This is an optimization exercise on Yosys and OpenROAD, whose aim is small area, a short achievable clock period and few clock cycles, not a production implementation. In this exercise RTL edits were held to simulation tests only and were not proved equivalent to the original. No activity file was given, so power comes from the tool's default toggle rates.

$ cat config.mk
export PLATFORM = sky130hd
export DESIGN_NAME = nbc_stream_enc
export DESIGN_NICKNAME = nbc_stream_enc
export VERILOG_FILES = /design/flow/design.v
export SDC_FILE = /design/flow/constraint.sdc
export NUM_CORES = 4
export LEC_CHECK = 0
export ABC_AREA = 1
export CAP_MARGIN = 20
export CORE_MARGIN = 2
export CORE_UTILIZATION = 40
export SETUP_SLACK_MARGIN = 4.4
export SLEW_MARGIN = 20
$ cat constraint.sdc
create_clock -name core_clock -period 8.0 [get_ports {clk}]
set_input_delay 1.6000 -clock core_clock [delete_from_list [all_inputs] [get_ports {clk}]]
set_output_delay 1.6000 -clock core_clock [all_outputs]
set_load 0.01 [all_outputs]
$ cat design.v
module nbc_stream_enc (
    input  wire        clk,
    input  wire        rst,
    input  wire        cmd_valid,
    output wire        cmd_ready,
    input  wire [31:0] cmd_count,
    input  wire [1:0]  cmd_mode,
    input  wire [63:0] cmd_acc,
    input  wire        in_valid,
    output wire        in_ready,
    input  wire [63:0] in_data,
    output wire        out_valid,
    input  wire        out_ready,
    output wire [63:0] out_data,
    output wire [3:0]  out_nbytes,
    output wire        out_last
);
    localparam MODE_DELTA = 2'd1;
    localparam MODE_XOR   = 2'd2;
    integer j, i;
    reg        active;       
    reg [31:0] rem;          
    reg [2:0]  gpos;         
    reg        i_v, i_c, i_x, i_e, i_l;
    reg [2:0]  i_pos;
    reg [63:0] i_d;
    reg [1:0]  mode;
    reg [63:0] acc;          
    reg        i_sub;        
    reg        i_xor;        
    reg        gopen;        
    reg [15:0] nz_acc;       
    reg [6:0]  m_acc;
    reg        pend_full;
    reg [15:0] pend_nz;      
    reg [4:0]  pend_n;       
    reg [7:0]  pend_m;
    reg        pend_last;    
    reg [63:0] sd [0:8];
    reg [8:0]  tv, tc, tf, tz;
    reg        noop;         
    reg [135:0] nbuf;        
    reg [5:0]   cnt;         
    reg         fin;         
    reg [3:0]   lnb;         
    reg [4:0]   blk_n;       
    reg [6:0]   bm;          
    reg         blk_last;    
    assign out_valid  = cnt[5] | cnt[4] | fin;
    assign out_last   = fin & (cnt == 6'd16);
    assign out_data   = nbuf[63:0];
    assign out_nbytes = lnb;
    wire xfer = out_valid & out_ready;
    wire v0 = tv[0];
    wire c0 = tc[0];
    wire f0 = tf[0];
    wire head_noop = noop;
    reg  lt16;               
    reg  ok2;                
    reg  blk_pre;            
    wire head_go = head_noop | lt16 | (out_ready & ok2);
    wire blocked = blk_pre & ~(v0 & f0);
    wire step    = head_go & (i_v | ~gopen);
    wire mv      = step & i_v & ~blocked;
    wire pk      = step & ~head_noop;
    reg  in_ra, in_rb, cmd_ra, cmd_rb;
    assign cmd_ready = cmd_ra | (cmd_rb & out_ready);
    assign in_ready  = in_ra | (in_rb & out_ready);
    wire cmd_fire = cmd_valid & cmd_ready;
    wire in_fire  = in_valid & in_ready;
    wire last_v   = (rem == 32'd1);
    wire [63:0] acc_m = acc & {64{i_sub | i_xor}};
    wire [63:0] dif   = i_d - acc;
    wire [63:0] t_val = i_sub ? dif : (i_d ^ acc_m);
    wire [63:0] bw    = dif ^ i_d ^ acc;
    reg [15:0] nzt;
    always @(*)
        for (i = 0; i < 16; i = i + 1)
            if (i_sub && i > 0 && bw[4*i])
                nzt[i] = (i_d[4*i +: 4] != acc[4*i +: 4] + 4'd1);
            else
                nzt[i] = (i_d[4*i +: 4] != acc_m[4*i +: 4]);
    wire zt = ~|nzt;
    wire [15:0] nz_new = (i_x ? 16'd0 : nz_acc) | nzt;
    reg  [7:0]  m_full;
    always @(*)
        for (j = 0; j < 8; j = j + 1)
            m_full[j] = (j < i_pos) ? m_acc[j] : ((j == i_pos) ? zt : 1'b1);
    reg [4:0] n_enc;
    always @(*) begin
        n_enc = 5'd0;
        for (i = 0; i < 16; i = i + 1)
            if (pend_nz[i]) n_enc = i + 1;
    end
    wire [4:0] n_use = f0 ? pend_n : blk_n;
    wire       z0    = f0 ? pend_m[0] : bm[0];
    wire       more  = f0 ? ~&pend_m[7:1] : ~&bm[6:1];
    wire [5:0] len   = c0 ? 6'd8 : ({1'b0, f0, 2'b00} + {1'b0, (z0 ? 5'd0 : n_use)});
    wire [3:0] q     = cnt[3:0];
    wire [5:0] tot0  = {2'b00, q} + len;
    wire       pad   = ~c0 & ~more & tot0[0];
    wire [5:0] tot   = tot0 + {5'd0, pad};
    wire       fin_set = c0 ? tz[0] : ((f0 ? pend_last : blk_last) & ~more);
    wire [79:0]  app   = f0 ? {sd[0], pend_m, 3'b000, pend_n} : {16'd0, sd[0]};
    wire       bm_n0 = (v0 & ~c0) ? (f0 ? pend_m[1] : bm[1]) : bm[0];
    wire [135:0] app_s = {56'd0, app} << {q, 2'b00};
    wire [135:0] base  = xfer ? {64'd0, nbuf[135:64]} : nbuf;
    wire [5:0]   bcnt  = xfer ? cnt - 6'd16 : cnt;
    wire         bfin  = fin & ~(xfer & out_last);
    wire [5:0]   tot_r = (tot[3:0] == 4'd0) ? tot : {tot[5:4] + 2'd1, 4'd0};
    reg [5:0] cnt_n;
    reg       fin_n;
    always @(*) begin
        if (pk) begin
            cnt_n = fin_set ? tot_r : tot;
            fin_n = fin_set;
        end else begin
            cnt_n = bcnt;
            fin_n = bfin;
        end
    end
    wire take   = cmd_fire | in_fire;
    wire i_v_n  = take | (i_v & ~mv);
    wire i_c_n  = take ? cmd_fire : i_c;
    wire i_e_n  = take ? ((gpos == 3'd7) | last_v) : i_e;
    wire pf_n   = (mv & ~i_c & i_e) | (pend_full & ~(step & v0 & f0));
    wire act_n  = cmd_fire ? (cmd_count != 32'd0) : (active & ~(in_fire & last_v));
    wire v0_n   = step ? tv[1] : tv[0];
    wire f0_n   = step ? tf[1] : tf[0];
    wire noop_n = step ? (~tv[1] | (~tc[1] & ~tf[1] & bm_n0)) : noop;
    wire lt16_n = ~cnt_n[5] & ~cnt_n[4];
    wire ok2_n  = fin_n ? (cnt_n == 6'd16) : ~cnt_n[5];
    wire bpre_n = i_v_n & ~i_c_n & i_e_n & pf_n;
    wire blk_n_ = bpre_n & ~(v0_n & f0_n);
    wire ra_n   = ~i_v_n | (~blk_n_ & (noop_n | lt16_n));
    wire rb_n   = ~blk_n_ & ok2_n;
    always @(posedge clk) begin
        if (cmd_fire) begin
            rem  <= cmd_count;
            gpos <= 3'd0;
            mode <= cmd_mode;
        end else if (in_fire) begin
            rem  <= rem - 32'd1;
            gpos <= ((gpos == 3'd7) | last_v) ? 3'd0 : gpos + 3'd1;
        end
        if (cmd_fire | in_fire) begin
            i_d   <= cmd_fire ? {32'd0, cmd_count} : in_data;
            i_c   <= cmd_fire;
            i_x   <= cmd_fire ? (cmd_count == 32'd0) : (gpos == 3'd0);
            i_e   <= (gpos == 3'd7) | last_v;
            i_l   <= last_v;
            i_pos <= gpos;
            i_sub <= ~cmd_fire & (mode == MODE_DELTA);
            i_xor <= ~cmd_fire & (mode == MODE_XOR);
        end
        if (cmd_fire)
            acc <= cmd_acc;
        else if (mv & ~i_c)
            acc <= i_d;
        pend_n <= n_enc;
        if (mv & ~i_c) begin
            if (i_e) begin
                pend_nz   <= nz_new;
                pend_m    <= m_full;
                pend_last <= i_l;
            end else begin
                nz_acc       <= nz_new;
                m_acc[i_pos] <= zt;
            end
        end
        if (step) begin
            for (j = 0; j < 8; j = j + 1)
                sd[j] <= sd[j+1];
            sd[8] <= t_val;
            tc <= {i_c, tc[8:1]};
            tf <= {~i_c & i_x, tf[8:1]};
            tz <= {i_c & i_x, tz[8:1]};
        end
        if (step & v0 & ~c0) begin
            if (f0) begin
                bm       <= pend_m[7:1];
                blk_n    <= pend_n;
                blk_last <= pend_last;
            end else begin
                bm <= {1'b1, bm[6:1]};
            end
        end
        if (pk & fin_set)
            lnb <= (tot[3:0] == 4'd0) ? 4'd8 : {1'b0, tot[3:1]};
        if (pk)
            nbuf <= (c0 ? 136'd0 : base) | app_s;
        else
            nbuf <= base;
        if (rst) begin
            active    <= 1'b0;
            i_v       <= 1'b0;
            gopen     <= 1'b0;
            pend_full <= 1'b0;
            tv        <= 9'd0;
            noop      <= 1'b1;
            in_ra     <= 1'b0;
            in_rb     <= 1'b0;
            cmd_ra    <= 1'b1;
            cmd_rb    <= 1'b0;
            cnt       <= 6'd0;
            fin       <= 1'b0;
            lt16      <= 1'b1;
            ok2       <= 1'b1;
            blk_pre   <= 1'b0;
        end else begin
            active <= act_n;
            in_ra  <= act_n & ra_n;
            in_rb  <= act_n & rb_n;
            cmd_ra <= ~act_n & ra_n;
            cmd_rb <= ~act_n & rb_n;
            i_v <= cmd_fire | in_fire | (i_v & ~mv);
            if (mv & ~i_c)
                gopen <= ~i_e;
            if (mv & ~i_c & i_e)
                pend_full <= 1'b1;
            else if (step & v0 & f0)
                pend_full <= 1'b0;
            if (step) begin
                tv   <= {mv, tv[8:1]};
                noop <= noop_n;
            end
            cnt     <= cnt_n;
            fin     <= fin_n;
            lt16    <= lt16_n;
            ok2     <= ok2_n;
            blk_pre <= bpre_n;
        end
    end
endmodule
$ cat flow/run.sh
#!/bin/bash
# The standard layout, except that the I/O ports are buffered with
# sky130_fd_sc_hd__buf_2 cells instead of the delay buffers that buffer_ports
# picks by default. Every port still gets its own buffer.
set -euo pipefail
export BUFFER_PORTS_ARGS="-buffer_cell sky130_fd_sc_hd__buf_2"
bash standard.sh > standard_flow.log 2>&1
$ cat standard.sh
#!/bin/bash
# synth_recipe.tcl (not shown) runs the flow's synth.tcl, then flattens the netlist and writes it again
# the make line also repeats each setting of config.mk as NAME=value (left out here)
make -C /OpenROAD-flow-scripts/flow DESIGN_CONFIG=/design/flow/config.mk WORK_HOME=/design/flow/orfs CLKGATE_MAP_FILE= SYNTH_SCRIPT=/design/flow/synth_recipe.tcl "${@:-finish}"
==> results of run 1 <==
-- state kept, by name, indices dropped and copies added (netlist names), 2 cells and up --
signal   cells
sd         576
nbuf       136
acc         64
i_d         64
rem         32
nz_acc      16
pend_nz     16
tc           9
tf           9
tv           9
tz           9
pend_m       8
bm           7
m_acc        7
cnt          6
blk_n        5
pend_n       5
lnb          4
gpos         3
i_pos        3
mode         2
-- stage by stage --
step / setup slack, ns / std cells / hold WS (ns)
after floorplan: 3.86 / 4940 / 0.400
after global placement: 3.09 / 6572 / 0.400
after detailed placement: 2.88 / 6573 / 0.405
after CTS: 4.26 / 6817 / 0.395
after global routing: 4.15 / 6888 / 0.415
final: 4.33 / 6888 / 0.403
-- layout by cell type, fill, tap and decap left out, types with 30 or more instances in the layout --
master	netlist	final
xor2_1	97	94
nor2_1	377	346
clkbuf_16	0	107
nand2_1	1163	1077
buf_2	10	234
nand3_1	333	307
nand3_2	11	30
inv_1	512	488
a31oi_1	51	50
a21oi_1	159	133
o21ai_0	397	391
o221ai_1	71	71
buf_4	65	129
dfxtp_1	174	171
ha_4	0	47
xnor2_1	42	41
o22ai_1	43	43
nand2_2	25	87
nor2_4	5	38
mux2i_1	48	48
ha_1	99	46
edfxtp_1	837	837
-- logic make-up (layout without fill, tap and decap cells) --
| kind of cell | count (synthesis) | count (layout) | synth area share |
|---|---|---|---|
| AO/OA/AOI/OAI | 798 | 798 | 0.0948 |
| XOR/XNOR | 141 | 141 | 0.0263 |
| adder cells (fa/ha/maj) | 101 | 101 | 0.0265 |
| buffers and inverters | 773 | 1108 | 0.0655 |
| flip-flops | 1011 | 1011 | 0.594 |
| multiplexers | 70 | 70 | 0.0151 |
| AND/OR/NAND/NOR | 2046 | 2047 | 0.178 |
-- worst paths after layout --
check	end	cells past startpoint
worst max register to register	pend_m[1]	25
worst min-delay path	sd[4][18]	0
worst max-delay path	pend_m[1]	25
worst min register to register	sd[4][18]	0
-- per-layer routing --
| layer | wire length [um] | up-vias |
|---|---|---|
| met5 | 13 | - |
| met4 | 5560 | 2 |
| met3 | 6450 | 241 |
| met2 | 58600 | 998 |
| met1 | 55800 | 16700 |
| li1 | - | 17400 |
-- final cells by class --
cell class	count	area [um2]
flip-flops and latches	1011	28600
fillers	11200	62800
clock inverters	63	709
multi-input cells	3157	18200
repair buffers	393	2700
clock buffers	128	2730
repair inverters	1	8.76
well taps	1612	2020
inverters	523	2020
-- power groups by stage --
stage          Combinational, mW  Sequential, mW  Clock [mW]
3_5_place_dp                4.40            8.66           0
5_1_grt                     5.65            8.71        5.15
3_3_place_gp                4.36            8.61           0
6_report                    5.13            8.54        4.83
2_1_floorplan               3.18            8.26           0
4_1_cts                     4.77            8.56        4.96
-- repair_timing --
action / CTS / global route
cloned: 3 / 6
pin swaps: 40 / 81
gates resized for setup: 202 / 222
endpoints found under the setup margin: 283 / 244
hold endpoints to repair: 0 / 0
setup buffers: 50 / 65
==> results by group, run 1 <==
Run status
  – Status: finished clean

Setup path
  – Crit path DAT: 4.21 ns
  – Bufs and invs on worst path: 2
  – Worst path required time: 8.54 ns
  – Max stage delay on crit path: 0.47 ns
  – Most frequent CP cell: nand2_1
  – CP Max Fanout: 6
  – Cell family with most CP delay: simple AND/OR/NAND/NOR gates
  – CP Launch Point: i_d[1]
  – Kind of end point of the critical path: flop
  – Worst R2R Setup Slack: 4.33 ns
  – Startpoint Class: flop
  – Critical path class: flop to flop
  – Slowest cell on the critical path: edfxtp_1
  – Worst r2r src: i_d[1]

Power
  – Design Power: 18.5 mW
  – Worst VDD drop: 175 uV
  – Gate power share: 0.277
  – Sw Share: 0.333
  – Int Pwr: 12.3 mW
  – Clock power frac: 0.261
  – Lkg Pwr: 24.0 nW
  – Cell Pwr Density: 325 nW/um2
  – Seq pwr share: 0.462
  – Switching power: 6.15 mW

Placed design
  – Final HPWL DP: 87,800 um
  – Port-buffer cells: 238
  – DP Area: 50,600 um2
  – GP Congestion: 0.959

Global route
  – Gr ovfl total: 0
  – Largest net degree at the start of global routing: 192
  – GRT Total Usage: 0.198
  – Met2 Usage GRT: 0.321
  – Initial antenna violation count: 1
  – Vias in the first global route: 32,900
  – Grt met1 use: 0.267
  – GRT Max-Usage Layer: met2
  – Global routing usage on met3: 0.0281
  – First-pass GRT wire length: 190,000 um

Floorplan
  – Starting Density: 0.402
  – Die Wd: 351 um
  – Cell row count: 127
  – Area of the die: 123,000 um2
  – Die height: 351 um
  – Total core area: 120,000 um2
  – Ports: 239

Routing
  – First-iteration detailed-routing DRC count: 2,804
  – Drt drc: 0
  – Antenna Nets Post-Route: 0
  – Via density: 5.12
  – Via count: 35,300
  – DRT Pass-1 Iters: 7
  – Wire length per cell: 18.4 um
  – Final wirelength: 126,000 um

STA
  – Fin. max-slew vios: 0
  – Fin. Hold Viols: 0
  – Period utilisation layout: 0.459
  – Setup_tns: 0 ns
  – Max Freq: 272 MHz
  – Min Clock Period, post-route: 3.67 ns
  – Max transition margin: 0.300
  – Clock Skew: 0.0532 ns
  – RSZ-0062 raised after global routing: yes
  – Setup violators final: 0
  – Slew at the pin closest to its max-slew limit: 1.05 ns

Logic synthesis
  – Yosys warning total: 3
  – Number of synthesized flops with an enable pin: 837
  – Prevailing post-synth register cell: edfxtp_1
  – Post-synthesis cell type count: 60
  – Cell with the most instances after synthesis: nand2_1
  – Synth Instances: 4,940
  – Synth top cells by count: nand2_1, edfxtp_1, inv_1, o21ai_0, nor2_1
  – Yosys top cell by area: edfxtp_1
  – Ys async rst share: 0
  – Synthesized Nets: 5,208
  – Synth Cell Area: 48,200 um2
  – Average size of a mapped cell: 9.76 um2
  – Area share of the largest cell type after synthesis: 0.521
  – Synth area leaders: edfxtp_1, nand2_1, dfxtp_1, o21ai_0, inv_1
  – Flip-flop and latch count after synthesis: 1,011
  – Sequential share of the synthesized area: 0.594

Min path
  – Worst Hold Class: flop to flop
  – Worst Hold Launch: sd[5][18]

Run
  – Max cap viols: 0

Finish
  – Final net count: 5,458
  – Share of post-route cells with drive strength above 1: 0.179
  – N_diodes: 0
  – Area delta synth->final: 18.2%
  – Design Area, Final: 57,000 um2
  – Final Util: 0.476

CTS
  – Clk slew on worst S/H paths: 0.06 ns
  – CTS tree: yes
  – Clock buffer depth: 3
  – CTS Root Cell: clkbuf_16
  – CTS Buf Count: 103
  – CTS Hold Bufs: 0
  – Sink Count: 1,011
  – Clk Latency, worst-skew pair: 0.72 ns
  – H-tree depth: 3
Testbench counts, summed over its fixed seeds: cycles 15,253.
==> inputs of run 2 (changes only) <==
--- a/design.v
+++ b/design.v
@@ -82,3 +82,3 @@
                 nzt[i] = (i_d[4*i +: 4] != acc_m[4*i +: 4]);
-    wire zt = ~|nzt;
+    wire zt = (i_d == acc_m);
     wire [15:0] nz_new = (i_x ? 16'd0 : nz_acc) | nzt;
--- a/config.mk
+++ b/config.mk
@@ -7,3 +7,3 @@
 export LEC_CHECK = 0
-export ABC_AREA = 1
+export ABC_CLOCK_PERIOD_IN_PS = 3600
 export CAP_MARGIN = 20
@@ -13 +13,2 @@
 export SLEW_MARGIN = 20
+export TNS_END_PERCENT = 10
==> run 2 against run 1 <==
Compared with the run above:
- still clean on timing, DRC and antenna
- area after synthesis decreased by 1.3%
- non-clock buffer count decreased by 40
- global-route usage decreased by 1.4 points
- utilization is 1.3 points lower
- die area fell by 1.3%
- clock skew increased by 0.013 ns
- via count is 12% lower
- critical path type is now primary input to primary output
- critical endpoint is now in_ready
- largest power group unchanged
==> results by group, run 2 <==
Run status
  – Status: finished clean (unchanged)

CTS
  – Clk slew on worst S/H paths: 0.06 ns (about the same)
  – CTS Buf Count: 104 (was 103)
  – CTS Root Cell: clkbuf_16 (unchanged)
  – Clock buffer depth: 3 (unchanged)
  – CTS tree: yes (unchanged)
  – Sink Count: 1,011 (unchanged)
  – H-tree depth: 3 (unchanged)
  – Clk Latency, worst-skew pair: 0.72 ns (about the same)

STA
  – Clock Skew: 0.0659 ns (was 0.0532 ns)
  – Period utilisation layout: 0.463 (was 0.459)
  – Slew at the pin closest to its max-slew limit: 1.04 ns (was 1.05 ns)
  – Min Clock Period, post-route: 3.70 ns (was 3.67 ns)
  – Setup_tns: 0 ns (unchanged)
  – Max Freq: 270 MHz (was 272 MHz)
  – Setup violators final: 0 (unchanged)
  – Fin. Hold Viols: 0 (unchanged)
  – RSZ-0062 raised after global routing: yes (unchanged)
  – Fin. max-slew vios: 0 (unchanged)
  – Max transition margin: 0.302 (was 0.300)
  – Min Hold Slack: 0.379 ns (was 0.403 ns)

Logic synthesis
  – Synth Instances: 4,084 (was 4,940)
  – Area share of the largest cell type after synthesis: 0.529 (was 0.521)
  – Flip-flop and latch count after synthesis: 1,011 (unchanged)
  – Number of synthesized flops with an enable pin: 837 (unchanged)
  – Synthesized Nets: 4,352 (was 5,208)
  – Yosys warning total: 3 (unchanged)
  – Yosys top cell by area: edfxtp_1 (unchanged)
  – Ys async rst share: 0 (unchanged)
  – Sequential share of the synthesized area: 0.602 (was 0.594)
  – Synth Cell Area: 47,600 um2 (was 48,200 um2)
  – Post-synthesis cell type count: 92 (was 60)
  – Synth area leaders: edfxtp_1, dfxtp_1, nand2_1, mux2i_1, xnor2_1 (was edfxtp_1, nand2_1, dfxtp_1, o21ai_0, inv_1)
  – Cell with the most instances after synthesis: edfxtp_1 (was nand2_1)
  – Synth top cells by count: edfxtp_1, nand2_1, mux2i_1, o21ai_0, a21oi_1 (was nand2_1, edfxtp_1, inv_1, o21ai_0, nor2_1)
  – Average size of a mapped cell: 11.6 um2 (was 9.76 um2)
  – Prevailing post-synth register cell: edfxtp_1 (unchanged)

Power
  – Cell Pwr Density: 308 nW/um2 (was 325 nW/um2)
  – Worst VDD drop: 180 uV (was 175 uV)
  – Lkg Pwr: 20.9 nW (was 24.0 nW)

Finish
  – Share of post-route cells with drive strength above 1: 0.157 (was 0.179)
  – Biggest regs: sd: 576 flops, nbuf: 136 flops (unchanged)
  – Layout Cells excl Fill: 5,867 (was 6,888)
  – Area delta synth->final: 14.6% (was 18.2%)
  – Most common cell after layout, fill and taps aside: edfxtp_1 (was nand2_1)
  – Most frequent cells in the layout: edfxtp_1, nand2_1, buf_2 (was nand2_1, edfxtp_1, inv_1)
  – N_diodes: 0 (unchanged)
  – Max reg flops: 576 (unchanged)
  – Largest register by flop count: sd (unchanged)
  – Final net count: 4,514 (was 5,458)

Setup path
  – CP Max Fanout: 3 (was 6)
  – CP Launch Point: out_ready (was i_d[1])
  – Worst R2R Setup Slack: 4.30 ns (was 4.33 ns)
  – Worst r2r src: tf[0] (was i_d[1])
  – Critical R2R Capture: in_ra (was pend_m[1])
  – Kind of end point of the critical path: primary output (was flop)
  – Worst Reg-to-Reg Cells: 16 (was 25)
  – Crit path DAT: 2.10 ns (was 4.21 ns)
  – Worst path required time: 6.40 ns (was 8.54 ns)
  – Startpoint Class: primary input (was flop)
  – Critical path class: primary input to primary output (was flop to flop)

Routing
  – Via density: 5.30 (was 5.12)
  – First-iteration detailed-routing DRC count: 2,682 (was 2,804)
  – Via count: 31,100 (was 35,300)
  – Final wirelength: 115,000 um (was 126,000 um)
  – Drt drc: 0 (unchanged)
  – DRT Pass-1 Iters: 7 (unchanged)
  – Antenna Nets Post-Route: 0 (unchanged)
  – Wire length per cell: 19.6 um (was 18.4 um)

Placed design
  – GP Congestion: 0.914 (was 0.959)
  – Dpl cells: 5,594 (was 6,573)
  – Final HPWL DP: 81,800 um (was 87,800 um)
  – Port-buffer cells: 238 (unchanged)

Floorplan
  – Total core area: 118,000 um2 (was 120,000 um2)
  – Die height: 349 um (was 351 um)
  – Die Wd: 349 um (was 351 um)
  – Cell row count: 126 (was 127)
  – Ports: 239 (unchanged)
  – Starting Density: 0.403 (was 0.402)
  – Area of the die: 122,000 um2 (was 123,000 um2)

Run
  – Max cap viols: 0 (unchanged)

Min path
  – WHS Endpoint: sd[0][60] (was sd[4][18])
  – Worst Hold Launch: sd[1][60] (was sd[5][18])
  – Cells on Worst Hold Path: 0 (unchanged)
  – Worst Hold Class: flop to flop (unchanged)

Global route
  – Initial antenna violation count: 1 (unchanged)
  – Gr ovfl total: 0 (unchanged)
  – GRT Total Usage: 0.185 (was 0.198)
  – Largest net degree at the start of global routing: 218 (was 192)
  – First-pass GRT wire length: 174,000 um (was 190,000 um)
  – Vias in the first global route: 29,100 (was 32,900)
## run 2: per-stage QoR
| stage | power, mW | utilization | area (um2) | worst slack [ns] |
|---|---|---|---|---|
| final | 16.8 | 0.462 | 54500 | 4.30 |
| after CTS | 16.8 | 0.456 | 53800 | 4.18 |
| after global routing | 17.6 | 0.462 | 54500 | 4.18 |
| after detailed placement | 11.7 | 0.421 | 49700 | 3.19 |
| after floorplan | 10.5 | - | 47600 | 3.82 |
| after global placement | 11.6 | 0.421 | 49700 | 3.25 |
## run 2: what timing repair did
item | CTS | global route
hold buffers | 0 | 0
cloned | 3 | 0
hold endpoints to repair | 0 | 0
pin swaps | 14 | 20
resized for setup | 67 | 47
endpoints found under the setup margin | 497 | 148
setup buffers | 22 | 56
## run 2: worst max path at each step
| stage | endpoint | slack (ns) |
|---|---|---|
| 2_1_floorplan | blk_last | 3.82 |
| 3_3_place_gp | nbuf[38] | 3.25 |
| 3_5_place_dp | nbuf[36] | 3.19 |
| 4_1_cts | out_last | 4.18 |
| 5_1_grt | in_ra | 4.18 |
| 6_report | in_ready | 4.30 |
## run 2: critical path, stage by stage
cell	delay, ns
buf_12	0.11
a21o_4	0.25
buf_6	0.14
## run 2: cell families (layout without fill, tap and decap cells)
| kind of cell | Yosys count | after routing | synth area share |
|---|---|---|---|
| flops | 1011 | 1011 | 0.602 |
| simple gates | 1166 | 1166 | 0.111 |
| buf+inv | 420 | 667 | 0.0388 |
| compound gates | 827 | 827 | 0.109 |
| mux | 294 | 294 | 0.0636 |
| fa+ha+maj | 101 | 101 | 0.0269 |
| xor+xnor | 265 | 265 | 0.0488 |
## run 2: power breakdown
group          switching, mW  leakage (nW)  internal (mW)
clock network           2.08          1.72           2.92
registers              0.673          10.0           7.51
logic                   2.23          9.14           1.40
## run 2: layout make-up
type | instances | area (um2)
clock inverter | 64 | 837
fill | 10700 | 63400
clock buffer | 127 | 2740
multi-input combinational | 2653 | 17700
tap | 1536 | 1920
timing repair buffer | 353 | 2220
timing repair inverter | 1 | 8.76
sequential | 1011 | 28600
inverter | 122 | 487
## run 2: per-layer routing
metal / routed length, um / global-route usage / up-vias / part of all wire
met4: 4510 / 0.0726 / 2 / 0.039
met5: 13 / 0 / - / 0.00011
li1: - / - / 15200 / -
met3: 6230 / 0.0293 / 217 / 0.054
met1: 52200 / 0.256 / 14700 / 0.45
met2: 52300 / 0.290 / 997 / 0.45
Testbench counts of run 2, summed over its fixed seeds: cycles 15,253.
==> inputs of run 3 (changes only) <==
--- a/config.mk
+++ b/config.mk
@@ -11,4 +11,4 @@
 export CORE_UTILIZATION = 40
-export SETUP_SLACK_MARGIN = 4.4
+export SETUP_SLACK_MARGIN = 4.6
 export SLEW_MARGIN = 20
-export TNS_END_PERCENT = 10
+export TNS_END_PERCENT = 5
==> run 3 against run 2 <==
Compared with the run above:
- setup slack worse by 0.0044 ns
- clock skew down 0.0048 ns
- synthesized cell count unchanged
- sequential share of layout area down 0.30 points
- combinational power up 2%
- total power up 0.35%
- routed wire length up 0.83%
- critical path depth unchanged
- clock power about the same
- fmax down 0.12%
- critical path type unchanged
- critical endpoint unchanged
- largest cell class unchanged
- largest power group unchanged
==> results by group, run 3 <==
STA
  – RSZ-0062 raised after global routing: yes (unchanged)
  – Min Hold Slack: 0.380 ns (was 0.379 ns)
  – Clock Skew: 0.0611 ns (was 0.0659 ns)
  – Max Freq: 270 MHz (about the same)
  – Max transition margin: 0.297 (was 0.302)
  – Setup violators final: 0 (unchanged)
  – Fin. Hold Viols: 0 (unchanged)
  – Period utilisation layout: 0.463 (about the same)
  – Slew at the pin closest to its max-slew limit: 1.02 ns (was 1.04 ns)
  – Final WS setup: 4.29 ns (was 4.30 ns)
  – Fin. max-slew vios: 0 (unchanged)
  – Setup_tns: 0 ns (unchanged)
  – Min Clock Period, post-route: 3.71 ns (was 3.70 ns)

Routing
  – Final wirelength: 116,000 um (was 115,000 um)
  – Wire length per cell: 19.7 um (was 19.6 um)
  – Drt drc: 0 (unchanged)
  – Via count: 31,200 (was 31,100)
  – DRT Pass-1 Iters: 6 (was 7)
  – Via density: 5.30 (about the same)
  – Antenna Nets Post-Route: 0 (unchanged)
  – First-iteration detailed-routing DRC count: 2,574 (was 2,682)

Logic synthesis
  – Synthesized Nets: 4,352 (unchanged)
  – Synth Instances: 4,084 (unchanged)
  – Cell with the most instances after synthesis: edfxtp_1 (unchanged)
  – Number of synthesized flops with an enable pin: 837 (unchanged)
  – Average size of a mapped cell: 11.6 um2 (unchanged)
  – Ys async rst share: 0 (unchanged)
  – Prevailing post-synth register cell: edfxtp_1 (unchanged)
  – Synth top cells by count: edfxtp_1, nand2_1, mux2i_1, o21ai_0, a21oi_1 (unchanged)
  – Flip-flop and latch count after synthesis: 1,011 (unchanged)
  – Yosys warning total: 3 (unchanged)
  – Yosys top cell by area: edfxtp_1 (unchanged)
  – Synth Cell Area: 47,600 um2 (unchanged)
  – Area share of the largest cell type after synthesis: 0.529 (unchanged)
  – Post-synthesis cell type count: 92 (unchanged)
  – Sequential share of the synthesized area: 0.602 (unchanged)
  – Synth area leaders: edfxtp_1, dfxtp_1, nand2_1, mux2i_1, xnor2_1 (unchanged)

Placed design
  – Port-buffer cells: 238 (unchanged)
  – GP Congestion: 0.914 (unchanged)
  – Final HPWL DP: 81,800 um (unchanged)
  – DP Area: 49,700 um2 (unchanged)
  – Post-place setup slack: 3.19 ns (unchanged)

Run status
  – Status: finished clean (unchanged)

CTS
  – Sink Count: 1,011 (unchanged)
  – Clk Latency, worst-skew pair: 0.71 ns (was 0.72 ns)
  – CTS Buf Count: 104 (unchanged)
  – H-tree depth: 3 (unchanged)
  – CTS Hold Bufs: 0 (unchanged)
  – Clk slew on worst S/H paths: 0.06 ns (about the same)
  – CTS tree: yes (unchanged)
  – Clock buffer depth: 3 (unchanged)
  – CTS Root Cell: clkbuf_16 (unchanged)

Floorplan
  – Starting Density: 0.403 (unchanged)
  – Die height: 349 um (unchanged)
  – Ports: 239 (unchanged)
  – Area of the die: 122,000 um2 (unchanged)
  – Die Wd: 349 um (unchanged)
  – Cell row count: 126 (unchanged)
  – Total core area: 118,000 um2 (unchanged)

Min path
  – Worst Hold Class: flop to flop (unchanged)
  – Worst Hold Launch: sd[1][60] (unchanged)
  – WHS Endpoint: sd[0][60] (unchanged)
  – Cells on Worst Hold Path: 0 (unchanged)

Power
  – Lkg Pwr: 21.0 nW (was 20.9 nW)
  – Worst VDD drop: 180 uV (about the same)
  – Cell Pwr Density: 308 nW/um2 (about the same)

Finish
  – Final net count: 4,533 (was 4,514)
  – Final Util: 0.465 (was 0.462)
  – Share of post-route cells with drive strength above 1: 0.169 (was 0.157)
  – Biggest regs: sd: 576 flops, nbuf: 136 flops (unchanged)
  – Most frequent cells in the layout: edfxtp_1, nand2_1, buf_2 (unchanged)
  – N_diodes: 0 (unchanged)
  – Area delta synth->final: 15.3% (was 14.6%)
  – Max reg flops: 576 (unchanged)
  – Design Area, Final: 54,800 um2 (was 54,500 um2)
  – Most common cell after layout, fill and taps aside: edfxtp_1 (unchanged)
  – Largest register by flop count: sd (unchanged)

Setup path
  – CP Max Fanout: 3 (unchanged)
  – Worst R2R Setup Slack: 4.31 ns (was 4.30 ns)
  – Kind of end point of the critical path: primary output (unchanged)
  – Critical path class: primary input to primary output (unchanged)
  – Worst path required time: 6.40 ns (about the same)
  – Worst Reg-to-Reg Cells: 16 (unchanged)
  – Startpoint Class: primary input (unchanged)
  – Critical R2R Capture: in_ra (unchanged)
  – Worst r2r src: tf[0] (unchanged)
  – Crit path DAT: 2.11 ns (was 2.10 ns)

Global route
  – GRT Total Usage: 0.186 (was 0.185)
  – Initial antenna violation count: 2 (was 1)
  – Gr ovfl total: 0 (unchanged)
  – Vias in the first global route: 29,200 (was 29,100)
  – First-pass GRT wire length: 175,000 um (was 174,000 um)
  – Largest net degree at the start of global routing: 218 (unchanged)

Run
  – Max cap viols: 0 (unchanged)
-- run 3: report_power, final --
group          internal, mW  switching (mW)
sequential             7.51           0.660
clock                  2.92            2.08
combinational          1.43            2.27
-- run 3: area by class of cell --
class                      instances  area [um2]
tap                             1536        1920
timing repair buffer             372        2400
multi-input combinational       2653       17800
clock inverter                    64         837
fill                           10700       63100
clock buffer                     127        2740
timing repair inverter             1        8.76
sequential                      1011       28600
inverter                         122         487
-- run 3: critical path: stages --
cell	delay, ns
buf_12	0.11
a21o_4	0.25
buf_6	0.14
-- run 3: metal layers --
metal | track usage | vias up | routed length (um) | share of wire
met4 | 0.0790 | 4 | 4470 | 0.039
met1 | 0.257 | 14800 | 52900 | 0.46
li1 | - | 15200 | - | -
met3 | 0.0305 | 213 | 6120 | 0.053
met2 | 0.289 | 948 | 52600 | 0.45
met5 | 0 | - | 23 | 0.00020
-- run 3: cells by family (layout without fill, tap and decap cells) --
kind of cell / count (synthesis) / in the layout / share of synthesized area
flip-flops: 1011 / 1011 / 0.602
AO/OA/AOI/OAI: 827 / 827 / 0.109
multiplexers: 294 / 294 / 0.0636
XOR/XNOR: 265 / 265 / 0.0488
buffers and inverters: 420 / 686 / 0.0388
AND/OR/NAND/NOR: 1166 / 1166 / 0.111
adder cells (fa/ha/maj): 101 / 101 / 0.0269
-- run 3: timing repair --
action | 4_1_cts | 5_1_grt
pin swaps | 21 | 27
gates resized for setup | 96 | 64
buffers inserted | 48 | 48
cloned | 3 | 1
endpoints found under the setup margin | 705 | 379
endpoints found under the hold margin | 0 | 0
-- run 3: worst max path at each step --
stage                     slack [ns]      start  cells after the start         to
after floorplan                 3.82  out_ready                      5   blk_last
after global placement          3.25  out_ready                     10   nbuf[38]
after detailed placement        3.19  out_ready                     10   nbuf[36]
after CTS                       4.30  out_ready                      3  cmd_ready
after global routing            4.18      tf[0]                     16      in_ra
final                           4.29  out_ready                      3   in_ready
-- run 3: per-stage QoR --
| stage | std cells | total power [mW] |
|---|---|---|
| floorplan | 4084 | 10.5 |
| global route | 5886 | 17.7 |
| CTS | 5836 | 16.9 |
| detailed placement | 5594 | 11.7 |
| global placement | 5594 | 11.6 |
| finish | 5886 | 16.9 |
==> inputs of run 4 (changes only) <==
--- a/config.mk
+++ b/config.mk
@@ -10,5 +10,6 @@
 export CORE_MARGIN = 2
-export CORE_UTILIZATION = 40
-export SETUP_SLACK_MARGIN = 4.6
+export CORE_UTILIZATION = 55
+export PLACE_DENSITY = 0.7
+export SETUP_SLACK_MARGIN = 4.4
 export SLEW_MARGIN = 20
-export TNS_END_PERCENT = 5
+export TNS_END_PERCENT = 10
==> run 4 against run 3 <==
Compared with the run above:
- routed wire length decreased by 3.9%
- clock power decreased by 6.4%
- cell count decreased by 7.1%
- global-route usage increased by 5.8 points
- synthesized cell count unchanged
- total power decreased by 2.4%
- first-iteration DRC count decreased by 11%
- critical path type unchanged
- largest power group unchanged
- highest routed layer is now met4
==> results by group, run 4 <==
Global route
  – Vias in the first global route: 29,200 (about the same)
  – GRT Total Usage: 0.244 (was 0.186)
  – First-pass GRT wire length: 169,000 um (was 175,000 um)
  – Initial antenna violation count: 0 (was 2)
  – Largest net degree at the start of global routing: 121 (was 218)
  – Gr ovfl total: 0 (unchanged)

Setup path
  – Startpoint Class: primary input (unchanged)
  – Kind of end point of the critical path: primary output (unchanged)
  – Crit path DAT: 2.22 ns (was 2.11 ns)
  – Worst path required time: 6.40 ns (about the same)
  – CP Max Fanout: 6 (was 3)
  – Worst Reg-to-Reg Cells: 11 (was 16)
  – Critical path class: primary input to primary output (unchanged)
  – Most frequent CP cell: buf_2
  – Slowest cell on the critical path: a21o_4 (unchanged)
  – Worst-path cell chain: buf_2 -> a21o_4 -> buf_2 (was buf_12 -> a21o_4 -> buf_6)
  – Worst R2R Setup Slack: 4.19 ns (was 4.31 ns)
  – Max stage delay on crit path: 0.22 ns (was 0.25 ns)

CTS
  – Clk Latency, worst-skew pair: 0.68 ns (was 0.71 ns)
  – Clk slew on worst S/H paths: 0.06 ns (about the same)
  – Clock buffer depth: 3 (unchanged)
  – CTS tree: yes (unchanged)
  – CTS Buf Count: 99 (was 104)
  – Sink Count: 1,011 (unchanged)
  – CTS Hold Bufs: 0 (unchanged)
  – H-tree depth: 3 (unchanged)
  – CTS Root Cell: clkbuf_16 (unchanged)

Floorplan
  – Ports: 239 (unchanged)
  – Area of the die: 88,800 um2 (was 122,000 um2)
  – Die Wd: 298 um (was 349 um)
  – Total core area: 85,400 um2 (was 118,000 um2)
  – Die height: 298 um (was 349 um)
  – Cell row count: 107 (was 126)
  – Starting Density: 0.557 (was 0.403)

Logic synthesis
  – Number of synthesized flops with an enable pin: 837 (unchanged)
  – Cell with the most instances after synthesis: edfxtp_1 (unchanged)
  – Adder-cell share of the synthesized area: 0.0269 (unchanged)
  – Prevailing post-synth register cell: edfxtp_1 (unchanged)
  – Synth Area in XOR/XNOR: 0.0488 (unchanged)
  – Ys async rst share: 0 (unchanged)
  – Yosys warning total: 3 (unchanged)
  – Average size of a mapped cell: 11.6 um2 (unchanged)
  – Sequential share of the synthesized area: 0.602 (unchanged)
  – Yosys top cell by area: edfxtp_1 (unchanged)
  – Synthesized Nets: 4,352 (unchanged)
  – Post-synthesis mux area share: 0.0636 (unchanged)
  – Main combinational cell family by area after synthesis: simple AND/OR/NAND/NOR gates (unchanged)
  – Area share of the largest cell type after synthesis: 0.529 (unchanged)
  – Synth Cell Area: 47,600 um2 (unchanged)
  – Flip-flop and latch count after synthesis: 1,011 (unchanged)
  – Simple-Gate Fraction of Synth Area: 0.111 (unchanged)
  – Compound-Gate Fraction of Synth Area: 0.109 (unchanged)
  – Synth area leaders: edfxtp_1, dfxtp_1, nand2_1, mux2i_1, xnor2_1 (unchanged)
  – Synth top cells by count: edfxtp_1, nand2_1, mux2i_1, o21ai_0, a21oi_1 (unchanged)
  – Post-synthesis cell type count: 92 (unchanged)
  – Synth Instances: 4,084 (unchanged)

STA
  – Max Freq: 262 MHz (was 270 MHz)
  – Slew at the pin closest to its max-slew limit: 1.08 ns (was 1.02 ns)
  – Fin. max-slew vios: 0 (unchanged)
  – Setup violators final: 0 (unchanged)
  – Min Clock Period, post-route: 3.82 ns (was 3.71 ns)
  – Max transition margin: 0.274 (was 0.297)
  – Clock Skew: 0.0331 ns (was 0.0611 ns)
  – Fin. Hold Viols: 0 (unchanged)
  – Min Hold Slack: 0.392 ns (was 0.380 ns)
  – Setup_tns: 0 ns (unchanged)
  – RSZ-0062 raised after global routing: yes (unchanged)
  – Period utilisation layout: 0.478 (was 0.463)
  – Final WS setup: 4.18 ns (was 4.29 ns)

Power
  – Design Power: 16.5 mW (was 16.9 mW)
  – Cell Pwr Density: 306 nW/um2 (was 308 nW/um2)
  – Worst VDD drop: 197 uV (was 180 uV)
  – Lkg Pwr: 20.8 nW (was 21.0 nW)

Routing
  – DRT Pass-1 Iters: 5 (was 6)
  – Final wirelength: 112,000 um (was 116,000 um)
  – Via density: 5.68 (was 5.30)
  – Antenna Nets Post-Route: 0 (unchanged)
  – Drt drc: 0 (unchanged)
  – First-iteration detailed-routing DRC count: 2,285 (was 2,574)
  – Wire length per cell: 20.4 um (was 19.7 um)
  – Via count: 31,100 (was 31,200)

Finish
  – Most frequent cells in the layout: edfxtp_1, nand2_1, buf_2 (unchanged)
  – Biggest regs: sd: 576 flops, nbuf: 136 flops (unchanged)
  – Layout filler cell count: 6,727 (was 10,700)
  – Share of post-route cells with drive strength above 1: 0.159 (was 0.169)
  – Final net count: 4,511 (was 4,533)
  – Most common cell after layout, fill and taps aside: edfxtp_1 (unchanged)
  – Max reg flops: 576 (unchanged)
  – Largest register by flop count: sd (unchanged)
  – N_diodes: 0 (unchanged)
  – Area delta synth->final: 13.1% (was 15.3%)

Placed design
  – Final HPWL DP: 78,500 um (was 81,800 um)
  – Post-place setup slack: 2.94 ns (was 3.19 ns)
  – Port-buffer cells: 238 (unchanged)
  – GP Congestion: 0.953 (was 0.914)

Run status
  – Status: finished clean (unchanged)

Min path
  – Cells on Worst Hold Path: 0 (unchanged)
  – Worst Hold Class: flop to flop (unchanged)

Run
  – Max cap viols: 0 (unchanged)
-- run 4: cell count changes in the layout (fill, tap and decap cells not counted), sizes merged --
cell	before	now
bufinv	15	9
clkbuf	128	133
buf	369	349
inv	129	137
clkinv	38	30
clkinvlp	5	3
-- run 4: stage by stage --
stage          area [um2]  utilization  cells
2_1_floorplan       47600            -   4084
3_3_place_gp        49200        0.576   5204
3_5_place_dp        49200        0.576   5204
5_1_grt             53800        0.629   5471
6_report            53800        0.629   5471
4_1_cts             52800        0.618   5399
-- run 4: repair_timing --
action / 4_1_cts / 5_1_grt
cloned: 2 / 4
endpoints found under the setup margin: 605 / 601
setup buffers: 8 / 68
pin swaps: 3 / 23
gates resized for setup: 23 / 88
-- run 4: critical path: cells and delay by family --
kind            cells  cell delay, ns
buf+inv             2            0.38
compound gates      1            0.22
-- run 4: per-layer routing --
layer  vias up  wire length [um]  global-route usage
met5         -                 0                   0
met1     14800             48800               0.332
met2       936             52700               0.397
met3       206              5530              0.0292
met4         0              4670               0.103
li1      15200                 -                   -
-- run 4: cell families after synthesis --
| family | Yosys count |
|---|---|
| DFF | 1011 |
| buffers and inverters | 420 |
| xor gates and xnor gates | 265 |
| and+or+nand+nor | 1166 |
| muxes | 294 |
| adders and majority gates | 101 |
| AOI/OAI and AO/OA | 827 |
-- run 4: cell type report --
class	instances	area [um2]	share of cell area
Clock buffer	131	2770	0.0515
Inverter	122	487	0.00905
Multi-Input combinational cell	2653	17700	0.328
Timing Repair inverter	3	26.3	0.000489
Clock inverter	54	566	0.0105
Tap cell	1144	1430	0.0266
Timing Repair Buffer	353	2210	0.0411
Sequential cell	1011	28600	0.532
-- run 4: final timing paths --
| check | endpoint | from |
|---|---|---|
| worst max register to register | sd[8][63] | i_d[7] |
| worst min register to register | sd[3][56] | sd[4][56] |
| worst max-delay path | cmd_ready | out_ready |
| worst min-delay path | sd[3][56] | sd[4][56] |
-- run 4: power breakdown --
group / switching (mW) / total, mW / internal [mW] / leakage, nW
Combinational: 2.23 / 3.61 / 1.38 / 9.15
Clock: 1.96 / 4.68 / 2.72 / 1.64
Sequential: 0.667 / 8.18 / 7.51 / 10.0
==> inputs of run 5 (changes only) <==
--- a/config.mk
+++ b/config.mk
@@ -10,4 +10,5 @@
 export CORE_MARGIN = 2
-export CORE_UTILIZATION = 55
-export PLACE_DENSITY = 0.7
+export CORE_UTILIZATION = 40
+export CTS_CLUSTER_DIAMETER = 80
+export CTS_CLUSTER_SIZE = 25
 export SETUP_SLACK_MARGIN = 4.4
==> run 5 against run 4 <==
Compared with the run above:
- still clean on timing, DRC and antenna
- total power is 8.3% lower
- register-to-register slack better by 0.08 ns
- cell count is 5.2% higher
- die area is 37% higher
- highest routed layer is now met5
==> results by group, run 5 <==
STA
  – Slew at the pin closest to its max-slew limit: 1.05 ns (was 1.08 ns)
  – Max Freq: 268 MHz (was 262 MHz)
  – Fin. max-slew vios: 0 (unchanged)
  – RSZ-0062 raised after global routing: yes (unchanged)
  – Clock Skew: 0.0483 ns (was 0.0331 ns)
  – Min Hold Slack: 0.408 ns (was 0.392 ns)
  – Setup violators final: 0 (unchanged)
  – Fin. Hold Viols: 0 (unchanged)
  – Setup_tns: 0 ns (unchanged)
  – Period utilisation layout: 0.466 (was 0.478)
  – Min Clock Period, post-route: 3.73 ns (was 3.82 ns)
  – Max transition margin: 0.299 (was 0.274)

Setup path
  – Critical path class: flop to flop (was primary input to primary output)
  – Max stage delay on crit path: 0.44 ns (was 0.22 ns)
  – Worst-path cell chain: buf_12 -> buf_4 -> mux2_2 -> nor2b_2 -> ha_4 -> or2_4 -> ha_4 -> a21oi_2 -> or4_4 -> a311o_1 -> o21ai_1 -> a31oi_2 -> mux2i_2 -> nor2_2 -> a21boi_4 -> or2_1 (was buf_2 -> a21o_4 -> buf_2)
  – Worst R2R Setup Slack: 4.27 ns (was 4.19 ns)
  – Slowest cell on the critical path: edfxtp_1 (was a21o_4)
  – Worst path required time: 8.58 ns (was 6.40 ns)
  – Crit path DAT: 4.30 ns (was 2.22 ns)
  – Startpoint Class: flop (was primary input)
  – Most frequent CP cell: ha_4 (was buf_2)
  – Kind of end point of the critical path: flop (was primary output)
  – CP Max Fanout: 5 (was 6)

Finish
  – Share of post-route cells with drive strength above 1: 0.141 (was 0.159)
  – Biggest regs: sd: 576 flops, nbuf: 136 flops (unchanged)
  – Area delta synth->final: 10.9% (was 13.1%)
  – Most frequent cells in the layout: edfxtp_1, nand2_1, buf_2 (unchanged)
  – Largest register by flop count: sd (unchanged)
  – N_diodes: 0 (unchanged)
  – Max reg flops: 576 (unchanged)
  – Final net count: 4,451 (was 4,511)
  – Layout filler cell count: 10,900 (was 6,727)
  – Most common cell after layout, fill and taps aside: edfxtp_1 (unchanged)

Routing
  – Via density: 5.32 (was 5.68)
  – DRT Pass-1 Iters: 5 (unchanged)
  – Final wirelength: 114,000 um (was 112,000 um)
  – Drt drc: 0 (unchanged)
  – First-iteration detailed-routing DRC count: 2,645 (was 2,285)
  – Via count: 30,600 (was 31,100)
  – Wire length per cell: 19.8 um (was 20.4 um)
  – Antenna Nets Post-Route: 0 (unchanged)

CTS
  – Clock buffer depth: 3 (unchanged)
  – Clk Latency, worst-skew pair: 0.68 ns (about the same)
  – Clk slew on worst S/H paths: 0.09 ns (was 0.06 ns)
  – Sink Count: 1,011 (unchanged)
  – H-tree depth: 2 (was 3)
  – CTS Root Cell: clkbuf_16 (unchanged)
  – CTS Buf Count: 57 (was 99)
  – CTS tree: yes (unchanged)

Power
  – Lkg Pwr: 20.0 nW (was 20.8 nW)
  – Cell Pwr Density: 286 nW/um2 (was 306 nW/um2)
  – Worst VDD drop: 182 uV (was 197 uV)
  – Design Power: 15.1 mW (was 16.5 mW)

Global route
  – GRT Max-Usage Layer: met2 (unchanged)
  – Global routing usage on met3: 0.0274 (was 0.0292)
  – Initial antenna violation count: 2 (was 0)
  – Grt met1 use: 0.255 (was 0.332)
  – Largest net degree at the start of global routing: 218 (was 121)
  – Gr ovfl total: 0 (unchanged)
  – Vias in the first global route: 28,600 (was 29,200)
  – Met2 Usage GRT: 0.283 (was 0.397)
  – First-pass GRT wire length: 172,000 um (was 169,000 um)
  – GRT Total Usage: 0.182 (was 0.244)

Logic synthesis
  – Synth area leaders: edfxtp_1, dfxtp_1, nand2_1, mux2i_1, xnor2_1 (unchanged)
  – Area share of the largest cell type after synthesis: 0.529 (unchanged)
  – Synth Cell Area: 47,600 um2 (unchanged)
  – Sequential share of the synthesized area: 0.602 (unchanged)
  – Prevailing post-synth register cell: edfxtp_1 (unchanged)
  – Synth Instances: 4,084 (unchanged)
  – Flip-flop and latch count after synthesis: 1,011 (unchanged)
  – Post-synthesis cell type count: 92 (unchanged)
  – Yosys top cell by area: edfxtp_1 (unchanged)
  – Synth top cells by count: edfxtp_1, nand2_1, mux2i_1, o21ai_0, a21oi_1 (unchanged)
  – Average size of a mapped cell: 11.6 um2 (unchanged)
  – Number of synthesized flops with an enable pin: 837 (unchanged)
  – Synthesized Nets: 4,352 (unchanged)
  – Ys async rst share: 0 (unchanged)
  – Yosys warning total: 3 (unchanged)
  – Cell with the most instances after synthesis: edfxtp_1 (unchanged)

Floorplan
  – Total core area: 118,000 um2 (was 85,400 um2)
  – Starting Density: 0.403 (was 0.557)
  – Die height: 349 um (was 298 um)
  – Cell row count: 126 (was 107)
  – Die Wd: 349 um (was 298 um)
  – Area of the die: 122,000 um2 (was 88,800 um2)
  – Ports: 239 (unchanged)

Min path
  – Worst Hold Class: flop to flop (unchanged)

Run
  – Max cap viols: 0 (unchanged)

Placed design
  – GP Congestion: 0.914 (was 0.953)
  – Final HPWL DP: 81,800 um (was 78,500 um)
  – Port-buffer cells: 238 (unchanged)

Run status
  – Status: finished clean (unchanged)
## run 5: cell counts after synthesis
No cell type changed its count.
## run 5: logic make-up after synthesis
logic type,after synthesis,synth area share
fa+ha+maj,101,0.0269
xor+xnor,265,0.0488
flops,1011,0.602
simple gates,1166,0.111
mux,294,0.0636
compound gates,827,0.109
buf+inv,420,0.0388
## run 5: cell type report
class	count	area, um2	share of cell area
Sequential cell	1011	28600	0.543
Multi-Input combinational cell	2653	17600	0.335
Timing Repair Buffer	337	2110	0.0400
Tap cell	1536	1920	0.0364
Clock buffer	70	1490	0.0282
Inverter	122	487	0.00923
Clock inverter	25	467	0.00885
Timing Repair inverter	1	8.76	0.000166
## run 5: per-layer routing
metal	routed length [um]	vias to the layer above	part of all wire
met4	4610	4	0.040
met1	52000	14500	0.46
met3	6060	197	0.053
li1	-	15000	-
met5	23	-	0.00020
met2	51000	862	0.45
## run 5: power by group
part / switching [mW] / total (mW) / internal, mW
combinational: 2.23 / 3.61 / 1.38
clock: 1.82 / 3.33 / 1.51
sequential: 0.664 / 8.16 / 7.49
## run 5: path summary, 6_finish.rpt
| path | end | start | cells past startpoint |
|---|---|---|---|
| worst max register to register | ok2 | tf[0] | 16 |
| worst min register to register | sd[4][36] | sd[5][36] | 0 |
| worst max-delay path | ok2 | tf[0] | 16 |
| worst min-delay path | sd[4][36] | sd[5][36] | 0 |
## run 5: timing repair
action / in CTS / in global routing
pin swaps: 15 / 15
hold buffers: 0 / 0
setup buffers: 28 / 34
setup endpoints to repair: 497 / 142
resized for setup: 65 / 50
cloned: 3 / 0
## run 5: critical path, delay by kind of cell, from the launching register on
family,cells,cell delay [ns]
simple gates,5,1.13
buf+inv,2,0.31
flops,1,0.44
fa+ha+maj,2,0.48
mux,2,0.59
compound gates,5,0.69
## run 5: stage by stage
| step | instance area [um2] | util | setup WS, ns | std cells |
|---|---|---|---|---|
| 2_1_floorplan | 47600 | - | 3.82 | 4084 |
| 3_3_place_gp | 49700 | 0.421 | 3.25 | 5594 |
| 3_5_place_dp | 49700 | 0.421 | 3.19 | 5594 |
| 4_1_cts | 52200 | 0.443 | 4.16 | 5720 |
| 5_1_grt | 52800 | 0.447 | 4.10 | 5755 |
| 6_report | 52800 | 0.447 | 4.27 | 5755 |
==> inputs of run 6 (changes only) <==
--- a/config.mk
+++ b/config.mk
@@ -11,3 +11,3 @@
 export CORE_UTILIZATION = 40
-export CTS_CLUSTER_DIAMETER = 80
+export CTS_CLUSTER_DIAMETER = 110
 export CTS_CLUSTER_SIZE = 25
==> run 6 against run 5 <==
Compared with the run above:
- still clean
- routed wire length is essentially flat
- hold slack better by 0.010 ns
- critical path depth did not move
- utilization is 0.31 points lower
- setup slack got worse by 0.0020 ns
- critical path type unchanged
- critical endpoint is now cmd_rb
==> results by group, run 6 <==
STA
  – Period utilisation layout: 0.466 (about the same)
  – Min Hold Slack: 0.418 ns (was 0.408 ns)
  – Fin. max-slew vios: 0 (unchanged)
  – Setup_tns: 0 ns (unchanged)
  – Min Clock Period, post-route: 3.73 ns (about the same)
  – Setup violators final: 0 (unchanged)
  – Max Freq: 268 MHz (about the same)
  – Clock Skew: 0.0387 ns (was 0.0483 ns)
  – Max transition margin: 0.283 (was 0.299)
  – Fin. Hold Viols: 0 (unchanged)
  – Slew at the pin closest to its max-slew limit: 1.05 ns (about the same)
  – RSZ-0062 raised after global routing: yes (unchanged)

Routing
  – DRT Pass-1 Iters: 7 (was 5)
  – Via count: 30,500 (was 30,600)
  – Antenna Nets Post-Route: 0 (unchanged)
  – Via density: 5.31 (was 5.32)
  – First-iteration detailed-routing DRC count: 2,657 (was 2,645)
  – Drt drc: 0 (unchanged)
  – Wire length per cell: 19.8 um (about the same)
  – Final wirelength: 114,000 um (about the same)

Power
  – Lkg Pwr: 19.9 nW (was 20.0 nW)
  – Worst VDD drop: 148 uV (was 182 uV)
  – Cell Pwr Density: 279 nW/um2 (was 286 nW/um2)

Run status
  – Status: finished clean (unchanged)

Run
  – Max cap viols: 0 (unchanged)

Logic synthesis
  – Average size of a mapped cell: 11.6 um2 (unchanged)
  – Yosys warning total: 3 (unchanged)
  – Yosys top cell by area: edfxtp_1 (unchanged)
  – Area share of the largest cell type after synthesis: 0.529 (unchanged)
  – Cell with the most instances after synthesis: edfxtp_1 (unchanged)
  – Post-synthesis cell type count: 92 (unchanged)
  – Synth area leaders: edfxtp_1, dfxtp_1, nand2_1, mux2i_1, xnor2_1 (unchanged)
  – Synth top cells by count: edfxtp_1, nand2_1, mux2i_1, o21ai_0, a21oi_1 (unchanged)
  – Number of synthesized flops with an enable pin: 837 (unchanged)
  – Prevailing post-synth register cell: edfxtp_1 (unchanged)
  – Flip-flop and latch count after synthesis: 1,011 (unchanged)
  – Ys async rst share: 0 (unchanged)
  – Synthesized Nets: 4,352 (unchanged)
  – Synth Cell Area: 47,600 um2 (unchanged)
  – Sequential share of the synthesized area: 0.602 (unchanged)
  – Synth Instances: 4,084 (unchanged)

CTS
  – H-tree depth: 2 (unchanged)
  – Sink Count: 1,011 (unchanged)
  – Clock buffer depth: 3 (unchanged)
  – Clk slew on worst S/H paths: 0.10 ns (was 0.09 ns)
  – CTS Root Cell: clkbuf_16 (unchanged)
  – Clk Latency, worst-skew pair: 0.65 ns (was 0.68 ns)
  – CTS Hold Bufs: 0 (unchanged)
  – CTS tree: yes (unchanged)
  – CTS Buf Count: 49 (was 57)

Setup path
  – Most frequent CP cell: ha_4 (unchanged)
  – Critical path class: flop to flop (unchanged)
  – Startpoint Class: flop (unchanged)
  – Worst path required time: 8.60 ns (was 8.58 ns)
  – Kind of end point of the critical path: flop (unchanged)
  – Crit path DAT: 4.32 ns (was 4.30 ns)
  – CP Max Fanout: 5 (unchanged)
  – Cell family with most CP delay: simple AND/OR/NAND/NOR gates (unchanged)
  – Bufs and invs on worst path: 1 (was 2)
  – Worst-path cell chain: buf_12 -> mux2_4 -> nor2b_4 -> ha_4 -> ha_4 -> or2_4 -> ha_4 -> a21oi_4 -> or4_4 -> nand2_2 -> xor2_1 -> nor4_4 -> nor3_2 -> o21ai_1 -> a21boi_4 -> and3_4 (was buf_12 -> buf_4 -> mux2_2 -> nor2b_2 -> ha_4 -> or2_4 -> ha_4 -> a21oi_2 -> or4_4 -> a311o_1 -> o21ai_1 -> a31oi_2 -> mux2i_2 -> nor2_2 -> a21boi_4 -> or2_1)
  – Slowest cell on the critical path: edfxtp_1 (unchanged)
  – Max stage delay on crit path: 0.44 ns (about the same)

Finish
  – Final net count: 4,465 (was 4,451)
  – Share of post-route cells with drive strength above 1: 0.141 (about the same)
  – N_diodes: 0 (unchanged)
  – Largest register by flop count: sd (unchanged)
  – Max reg flops: 576 (unchanged)
  – Design Area, Final: 52,400 um2 (was 52,800 um2)
  – Biggest regs: sd: 576 flops, nbuf: 136 flops (unchanged)
  – Layout filler cell count: 10,900 (about the same)
  – Area delta synth->final: 10.2% (was 10.9%)
  – Most common cell after layout, fill and taps aside: edfxtp_1 (unchanged)
  – Most frequent cells in the layout: edfxtp_1, nand2_1, buf_2 (unchanged)
  – Layout Cells excl Fill: 5,754 (was 5,755)

Global route
  – Largest net degree at the start of global routing: 218 (unchanged)
  – First-pass GRT wire length: 172,000 um (about the same)
  – GRT Total Usage: 0.181 (was 0.182)
  – Initial antenna violation count: 2 (unchanged)
  – Gr ovfl total: 0 (unchanged)
  – Vias in the first global route: 28,400 (was 28,600)

Floorplan
  – Starting Density: 0.403 (unchanged)
  – Die Wd: 349 um (unchanged)
  – Die height: 349 um (unchanged)
  – Ports: 239 (unchanged)
  – Area of the die: 122,000 um2 (unchanged)
  – Cell row count: 126 (unchanged)
  – Total core area: 118,000 um2 (unchanged)

Placed design
  – GP Congestion: 0.914 (unchanged)
  – Dpl cells: 5,594 (unchanged)
  – Port-buffer cells: 238 (unchanged)
  – DP Area: 49,700 um2 (unchanged)
  – Final HPWL DP: 81,800 um (unchanged)

Min path
  – Worst Hold Class: flop to flop (unchanged)
-- run 6: cell count changes in the layout (fill, tap and decap cells not counted), sizes merged --
cell | previous run | this run
inv | 134 | 131
buf | 335 | 357
clkinvlp | 0 | 1
bufinv | 4 | 2
clkinv | 10 | 1
clkbuf | 70 | 60
-- run 6: cell type report --
type,count,area [um2],area share
Clock inverter,12,148,0.00282
Timing Repair Buffer,359,2270,0.0432
Tap cell,1536,1920,0.0367
Sequential cell,1011,28600,0.546
Multi-Input combinational cell,2653,17700,0.337
Inverter,122,487,0.00929
Timing Repair inverter,1,8.76,0.000167
Clock buffer,60,1270,0.0242
-- run 6: worst paths after layout --
path                  start         to  slack, ns  cells past startpoint
setup / recovery      tf[0]     cmd_rb       4.27                     16
hold / removal    sd[3][62]  sd[2][62]       0.42                      0
setup reg to reg      tf[0]     cmd_rb       4.27                     16
hold reg to reg   sd[3][62]  sd[2][62]       0.42                      0
-- run 6: per-layer routing --
layer | track usage | vias to the layer above | share of wire
met4 | 0.0677 | 4 | 0.037
met1 | 0.256 | 14500 | 0.46
met5 | 0 | - | 0.00020
met2 | 0.284 | 855 | 0.45
li1 | - | 15000 | -
met3 | 0.0244 | 168 | 0.051
-- run 6: logic make-up (layout without fill, tap and decap cells) --
logic type                 count (synthesis)  count (layout)  share of synthesized area
and+or+nand+nor                         1166            1166                      0.111
DFF                                     1011            1011                      0.602
AOI/OAI and AO/OA                        827             827                      0.109
buffers and inverters                    420             554                     0.0388
muxes                                    294             294                     0.0636
xor gates and xnor gates                 265             265                     0.0488
adders and majority gates                101             101                     0.0269
-- run 6: report_power, final --
| group | switching [mW] | internal (mW) |
|---|---|---|
| combinational | 2.23 | 1.40 |
| sequential | 0.670 | 7.49 |
| clock | 1.63 | 1.19 |
| total | 4.53 | 10.1 |
-- run 6: metrics by stage --
| step | util | power [mW] | setup WS (ns) |
|---|---|---|---|
| 2_1_floorplan | - | 10.5 | 3.82 |
| 4_1_cts | 0.438 | 14.6 | 4.27 |
| 3_3_place_gp | 0.421 | 11.6 | 3.25 |
| 6_report | 0.444 | 14.6 | 4.27 |
| 5_1_grt | 0.444 | 15.4 | 4.13 |
| 3_5_place_dp | 0.421 | 11.7 | 3.19 |
-- run 6: what timing repair did --
| item | CTS | global route |
|---|---|---|
| endpoints found under the setup margin | 498 | 106 |
| resized for setup | 66 | 49 |
| setup buffers | 20 | 64 |
| cloned | 3 | 0 |
| pin swaps | 15 | 20 |
==> inputs of run 7 (changes only) <==
--- a/config.mk
+++ b/config.mk
@@ -8,3 +8,3 @@
 export ABC_CLOCK_PERIOD_IN_PS = 3600
-export CAP_MARGIN = 20
+export CAP_MARGIN = 5
 export CORE_MARGIN = 2
@@ -14,3 +14,3 @@
 export SETUP_SLACK_MARGIN = 4.4
-export SLEW_MARGIN = 20
+export SLEW_MARGIN = 5
 export TNS_END_PERCENT = 10
==> run 7 against run 6 <==
Compared with the run above:
- synthesized cell count did not move
- utilization barely moved
- via count fell by 0.10%
- register-to-register slack barely moved
- still clean on timing, DRC and antenna
- clock skew fell by 0.0024 ns
- sequential cell count did not move
- highest routed layer unchanged
- area after synthesis did not move
- total power barely moved
- critical path depth did not move
- non-clock buffer count fell by 1
- clock power barely moved
- routed wire length barely moved
==> results by group, run 7 <==
Finish
  – Layout Cells excl Fill: 5,753 (was 5,754)
  – Final net count: 4,464 (was 4,465)
  – Share of post-route cells with drive strength above 1: 0.141 (about the same)
  – Design Area, Final: 52,400 um2 (about the same)
  – Final Util: 0.444 (about the same)
  – Largest register by flop count: sd (unchanged)

Run
  – Max cap viols: 0 (unchanged)

Setup path
  – Bufs and invs on worst path: 1 (unchanged)
  – CP Max Fanout: 5 (unchanged)
  – Most frequent CP cell: ha_4 (unchanged)
  – Slowest cell on the critical path: edfxtp_1 (unchanged)
  – Max stage delay on crit path: 0.44 ns (about the same)
  – CP Launch Point: tf[0] (unchanged)
  – Worst-path cell chain: buf_12 -> mux2_4 -> nor2b_4 -> ha_4 -> ha_4 -> or2_4 -> ha_4 -> a21oi_4 -> or4_4 -> nand2_2 -> xor2_1 -> o211a_1 -> nor3_2 -> o31ai_2 -> nand2_1 -> a21boi_1 (was buf_12 -> mux2_4 -> nor2b_4 -> ha_4 -> ha_4 -> or2_4 -> ha_4 -> a21oi_4 -> or4_4 -> nand2_2 -> xor2_1 -> nor4_4 -> nor3_2 -> o21ai_1 -> a21boi_4 -> and3_4)
  – Startpoint Class: flop (unchanged)

Floorplan
  – Cell row count: 126 (unchanged)
  – Die height: 349 um (unchanged)
  – Total core area: 118,000 um2 (unchanged)
  – Starting Density: 0.403 (unchanged)
  – Die Wd: 349 um (unchanged)
  – Area of the die: 122,000 um2 (unchanged)

Run status
  – Status: finished clean (unchanged)

STA
  – Slew at the pin closest to its max-slew limit: 1.15 ns (was 1.05 ns)
  – Max transition margin: 0.232 (was 0.283)
  – Fin. max-slew vios: 0 (unchanged)
  – Fin. Hold Viols: 0 (unchanged)
  – Min Clock Period, post-route: 3.72 ns (was 3.73 ns)
  – Min Hold Slack: 0.422 ns (was 0.418 ns)
  – Setup violators final: 0 (unchanged)
  – Period utilisation layout: 0.465 (was 0.466)
  – Max Freq: 269 MHz (was 268 MHz)
  – Setup_tns: 0 ns (unchanged)

Power
  – Cell Pwr Density: 279 nW/um2 (about the same)
  – Switching power: 4.54 mW (was 4.53 mW)
  – Worst VDD drop: 147 uV (was 148 uV)
  – Design Power: 14.6 mW (about the same)
  – Lkg Pwr: 19.9 nW (about the same)
  – Clock power frac: 0.193 (about the same)
  – Int Pwr: 10.1 mW (about the same)
  – Sw Share: 0.311 (was 0.310)
  – Gate power share: 0.249 (about the same)

Routing
  – Drt drc: 0 (unchanged)
  – DRT Pass-1 Iters: 6 (was 7)
  – Final wirelength: 114,000 um (about the same)
  – Antenna Nets Post-Route: 0 (unchanged)
  – Via density: 5.30 (was 5.31)

Logic synthesis
  – Number of synthesized flops with an enable pin: 837 (unchanged)
  – Cell with the most instances after synthesis: edfxtp_1 (unchanged)
  – Flip-flop and latch count after synthesis: 1,011 (unchanged)
  – Yosys top cell by area: edfxtp_1 (unchanged)
  – Area share of the largest cell type after synthesis: 0.529 (unchanged)
  – Yosys warning total: 3 (unchanged)
  – Synth top cells by count: edfxtp_1, nand2_1, mux2i_1, o21ai_0, a21oi_1 (unchanged)
  – Sequential share of the synthesized area: 0.602 (unchanged)
  – Prevailing post-synth register cell: edfxtp_1 (unchanged)
  – Synthesized Nets: 4,352 (unchanged)
  – Synth Instances: 4,084 (unchanged)
  – Post-synthesis cell type count: 92 (unchanged)

CTS
  – Clk slew on worst S/H paths: 0.10 ns (about the same)
  – H-tree depth: 2 (unchanged)
  – Sink Count: 1,011 (unchanged)
  – CTS Buf Count: 49 (unchanged)
  – CTS Root Cell: clkbuf_16 (unchanged)

Min path
  – Worst Hold Launch: sd[5][33] (was sd[3][62])
  – Worst Hold Class: flop to flop (unchanged)

Placed design
  – Dpl cells: 5,594 (unchanged)
  – GP Congestion: 0.914 (unchanged)
  – Post-place setup slack: 3.19 ns (unchanged)

Global route
  – GRT Total Usage: 0.181 (unchanged)
  – First-pass GRT wire length: 172,000 um (unchanged)
  – Largest net degree at the start of global routing: 218 (unchanged)
run 7: final cells by class:
class                      instances  area (um2)
clock buffer                      60        1270
clock inverter                    12         148
fill                           10900       65600
inverter                         122         487
multi-input combinational       2653       17700
sequential                      1011       28600
tap                             1536        1920
timing repair buffer             358        2240
timing repair inverter             1        8.76
run 7: power groups by stage:
stage,logic [mW],clock network (mW),registers [mW]
2_1_floorplan,2.52,0,7.95
3_3_place_gp,3.34,0,8.27
3_5_place_dp,3.35,0,8.32
4_1_cts,3.48,2.93,8.20
5_1_grt,3.95,3.09,8.32
6_report,3.63,2.82,8.17
run 7: routing by layer:
metal,up-vias,part of all wire,global-route usage
met4,4,0.038,0.0677
li1,15000,-,-
met3,174,0.051,0.0244
met5,-,0.00020,0
met2,862,0.45,0.284
met1,14500,0.46,0.256
run 7: cell families (layout without fill, tap and decap cells):
| group | count (synthesis) | after routing | share of synthesized area |
|---|---|---|---|
| and+or+nand+nor | 1166 | 1166 | 0.111 |
| DFF | 1011 | 1011 | 0.602 |
| AOI/OAI and AO/OA | 827 | 827 | 0.109 |
| buffers and inverters | 420 | 553 | 0.0388 |
| muxes | 294 | 294 | 0.0636 |
| xor gates and xnor gates | 265 | 265 | 0.0488 |
| adders and majority gates | 101 | 101 | 0.0269 |
run 7: repair_timing:
action,CTS,global route
pin swaps,15,20
buffers inserted,20,64
cloned,3,0
gates resized for setup,66,49
hold buffers,0,0
hold endpoints to repair,0,0
endpoints found under the setup margin,498,106
run 7: final timing paths:
kind,slack (ns),cells past startpoint,endpoint
setup / recovery,4.28,16,in_ra
hold / removal,0.42,0,sd[4][33]
setup reg to reg,4.28,16,in_ra
hold reg to reg,0.42,0,sd[4][33]

Check on run 7: ideal ports give 4.282 ns setup slack; a clkbuf_16 on the clock port and buf_2 on the inputs give 4.184 ns; moving port delays by the midpoint clock arrival (0.710 ns) as well gives 3.614 ns.
